This is an optimization exercise on Yosys and OpenROAD, whose aim is small area, a short achievable clock period and few clock cycles, not a production implementation. RTL that was checked went through simulation tests only; none was proved equivalent to the original. Power is estimated from default activity; no workload was simulated.

## wzwave_fbs
module wzwave_fbs (
    input  wire        clk,
    input  wire        rst,
    input  wire        in_valid,
    input  wire [7:0]  in_data,
    output wire        in_ready,
    output wire        out_valid,
    input  wire        out_ready,
    output wire        out_hdr,
    output wire        out_last,
    output wire [3:0]  out_type,
    output wire [71:0] out_data
);
Settings: LEC_CHECK=0, CAP_MARGIN=20, CORE_MARGIN=2, CORE_UTILIZATION=40, CTS_CLUSTER_DIAMETER=60, CTS_CLUSTER_SIZE=24, SLEW_MARGIN=20, SYNTH_HIERARCHICAL=1; clock period 10.0 ns.
standard.sh (not shown) runs the stock make flow with config.mk's settings and CLKGATE_MAP_FILE= SYNTH_SCRIPT=/design/flow/synth_recipe.tcl, a recipe that flattens the netlist after the stock synthesis.
==> flow/flow/run.sh <==
#!/bin/bash
# The standard layout (the standard.sh: ORFS synthesis through finish) with a
# tighter timing-repair target: repair_timing aims at a setup slack of
# SETUP_SLACK_MARGIN ns at the design's clock period, may resize cells across
# footprints, and the port buffers start out as buf_4 cells.
set -euo pipefail
bash standard.sh SETUP_SLACK_MARGIN=6.6 MATCH_CELL_FOOTPRINT=0 \
    "BUFFER_PORTS_ARGS=-buffer_cell sky130_fd_sc_hd__buf_4" finish > standard.log 2>&1
Edit:
--- a/flow/design.v
+++ b/flow/design.v
@@ -28,30 +28,22 @@
     reg  [7:0]    T;
     reg  [2047:0] ring;
     wire          we;
     wire [7:0]    wd;
     reg  [7:0]    sel;
     always @(posedge clk) begin
         if (rst) T <= 8'd0;
         else     T <= T + 8'd1;
         ring <= {ring[2039:0], we ? wd : ring[2047:2040]};
     end
-    localparam integer NT = 256 >> KB;        
-    wire [7:0]    amask   = (8'd1 << KB) - 8'd1;
-    wire [NT-1:0] tap_oh  = {{(NT-1){1'b0}}, 1'b1} << (sel >> KB);
-    reg  [7:0]    rdat;
-    integer ti;
-    always @(*) begin
-        rdat = 8'd0;
-        for (ti = 0; ti < NT; ti = ti + 1)
-            rdat = rdat | (ring[(ti << KB) * 8 +: 8] & {8{tap_oh[ti]}});
-    end
+    wire [7:0] amask   = (8'd1 << KB) - 8'd1;
+    wire [7:0] rdat    = ring[{sel & ~amask, 3'b000} +: 8];
     wire       aligned = ((sel & amask) == 8'd0);
     reg  [7:0] b, sk;
     reg        bv, skv;
     wire       take;
     reg        irdy;          
     assign in_ready = irdy;
     wire in_fire = in_valid & ~skv;
     always @(posedge clk) begin
         irdy <= rst || !((take || !bv) ? 1'b0 : (skv || in_fire));
         if (rst) begin
The changed run completed with no timing, DRC or antenna violations.
Cell area is lower by 3.9%.
Power is lower by 4.8%.
Area after synthesis fell by 0.76%.
Via count came out lower by 19%.
Die area shrinks by 0.75%.
Maximum frequency climbs by 1.8%.
Non-clock buffer count decreases by 238.
Setup slack gets better by 61 ps.
Wire length decreases by 36%.
Synthesized cell count shrinks by 11%.
Register-to-register slack improves by 140 ps.
Utilization falls by 1.4 points.
Sequential share of layout area rises by 2.4 points.
Testbench counts after the change, summed over its fixed seeds: cycles 31,867.
Function not checked in the first run of this note: the RTL went through the layout flow alone.

wzwave_fbs, a different RTL version from the one above (not shown whole).
Size: ~5,900 cells after synthesis, ~92 I/O pins, about 0.081 mm² of cells after synthesis.
Settings: LEC_CHECK=0, CAP_MARGIN=20, CORE_MARGIN=2, CORE_UTILIZATION=40, CTS_CLUSTER_DIAMETER=60, CTS_CLUSTER_SIZE=24, SLEW_MARGIN=20, SYNTH_HIERARCHICAL=1; clock period 10.0 ns.
==> flow/flow/run.sh <==
#!/bin/bash
# The standard layout (the standard.sh: ORFS synthesis through finish) with a
# tighter timing-repair target: repair_timing aims at a setup slack of
# SETUP_SLACK_MARGIN ns at the design's clock period, may resize cells across
# footprints, and the port buffers start out as buf_4 cells.
set -euo pipefail
bash standard.sh SETUP_SLACK_MARGIN=6.8 MATCH_CELL_FOOTPRINT=0 \
    "BUFFER_PORTS_ARGS=-buffer_cell sky130_fd_sc_hd__buf_4" finish > standard.log 2>&1
The starting point finished clean.
Next try:
--- a/flow/design.v
+++ b/flow/design.v
@@ -206,27 +206,27 @@
     reg  [3:0] tq_act;
     reg        tq_nf;         
     reg        tq_msk;
     reg  [3:0] tq_code;
     reg        tq_last;
     reg  [4:0] tq_j;
     reg  [7:0] e_L;
     reg  [7:0] cacc;
     reg  [7:0] pd;
     reg  [7:0] cm;
     reg        cmv, cm_le1, pendh, fin;
     reg         o_valid;
-    reg         o_hdr, o_last;
-    reg  [3:0]  o_type;
-    reg  [65:0] od;
+    wire        o_hdr, o_last;
+    wire [3:0]  o_type;
+    wire [65:0] od;
     reg  [1:0]  dfl;          
     wire        ofree = !o_valid || out_ready;
     reg  [7:0] i_L;           
     reg  [3:0] s_act;
     reg  [4:0] s_j;
     always @(*) begin
         s_act  = A_NOP;
         s_j    = i_ph ? i_k[4:0] : {2'b00, i_h};
         if (!i_ph) begin
             case (i_code)
                 C_CTL, C_BAD, C_SUC, C_SEND, C_RNI: s_act = A_HDR;
                 C_SCB:  s_act = (i_h == 3'd0) ? A_HW : A_HDR;
@@ -602,37 +602,37 @@
                             if (!(pendh || rfirst)) od_n = {58'd0, pd + 8'd1};
                         end
                     end
                     default: ;
                 endcase
             end
         end
     end
     reg  [65:0] odr;
     reg  [3:0]  otr;
     reg         ohr, olr;
     always @(posedge clk) begin
-        od     <= od_n;
-        o_type <= ot_n;
-        o_hdr  <= oh_n;
-        o_last <= ol_n;
-        odr    <= ~od_n;
-        otr    <= ~ot_n;
-        ohr    <= ~oh_n;
-        olr    <= ~ol_n;
+        odr <= ~od_n;
+        otr <= ~ot_n;
+        ohr <= ~oh_n;
+        olr <= ~ol_n;
     end
-    assign out_hdr   = ~ohr;
-    assign out_last  = ~olr;
-    assign out_type  = ~otr;
-    assign out_data  = {6'd0, ~odr};
+    assign od     = ~odr;
+    assign o_type = ~otr;
+    assign o_hdr  = ~ohr;
+    assign o_last = ~olr;
+    assign out_hdr   = o_hdr;
+    assign out_last  = o_last;
+    assign out_type  = o_type;
+    assign out_data  = {6'd0, od};
     wire       live = i_v || qne || (rx == R_BODY);
     wire [7:0] H    = i_v ? i_s : qne ? qh_s : rs;
     wire [7:0] T1   = T + 8'd1;
     wire       livep = liver || we;
     always @(posedge clk) begin
         if (rst) begin
             blk   <= 1'b0;
             livec <= 1'b0;
             liver <= 1'b0;
             al    <= 1'b0;
         end else begin
             liver <= live;
The new run ran to the end with no violations. Register-to-register slack got worse by 0.31 ns. Final area decreases by 0.99%. Final cell count decreases by 2.5%. Clock-buffer cell count increases by 6. Worst hold slack improved by 0.017 ns. Utilization increases by 0.72 points. Clock skew decreases by 0.010 ns. Die area decreases by 2.6%. Total power decreases by about 3%. Via count decreases by about 3.7%. Combinational power decreases by about 3%. Routed wire length decreases by about 6.4%. Critical path depth stays the same. Synthesized cell count decreases by 6.2%.
No run of this note included a check of the RTL's function; only the layout flow was run.

==> port drivers added, routing unchanged <==
Ports are ideal in the flow. The routed layouts listed here were re-timed in OpenROAD.
Step 1 assumes that a clkbuf_16 drives the clock port and a buf_2 every other input.
Step 2 adds t to the input delays and takes it off the output delays; t is the mean of the earliest and latest rising clock arrival at the registers after step 1. Input paths then give back, and output paths get back, about the clock's delay inside the block.
Slacks: ideal ports / drivers / drivers and shift; pairs: ideal ports / drivers.
| run | t (ns) | setup WS [ns] | worst hold slack (ns) | slew at the worst register clock pin (ns) | pins driven straight from the clock port |
|---|---|---|---|---|---|
| the first run of note 1 | 0.912 | 6.510 / 6.449 / 5.842 | 0.298 / 0.298 / 0.298 | 0.10 / 0.10 | 1 |
| the second run of note 1 | 0.877 | 6.571 / 6.491 / 5.904 | 0.307 / 0.307 / 0.307 | 0.10 / 0.10 | 1 |
| the first run of note 2 | 0.902 | 6.634 / 6.553 / 5.968 | 0.288 / 0.288 / 0.288 | 0.10 / 0.10 | 1 |
| the second run of note 2 | 0.884 | 6.476 / 6.399 / 5.999 | 0.305 / 0.305 / 0.305 | 0.09 / 0.09 | 1 |
After both steps every run listed still meets setup and hold. The setup slack of the first run of note 1, which loses most, moves by -0.061 ns with the drivers and by -0.668 ns with both steps.
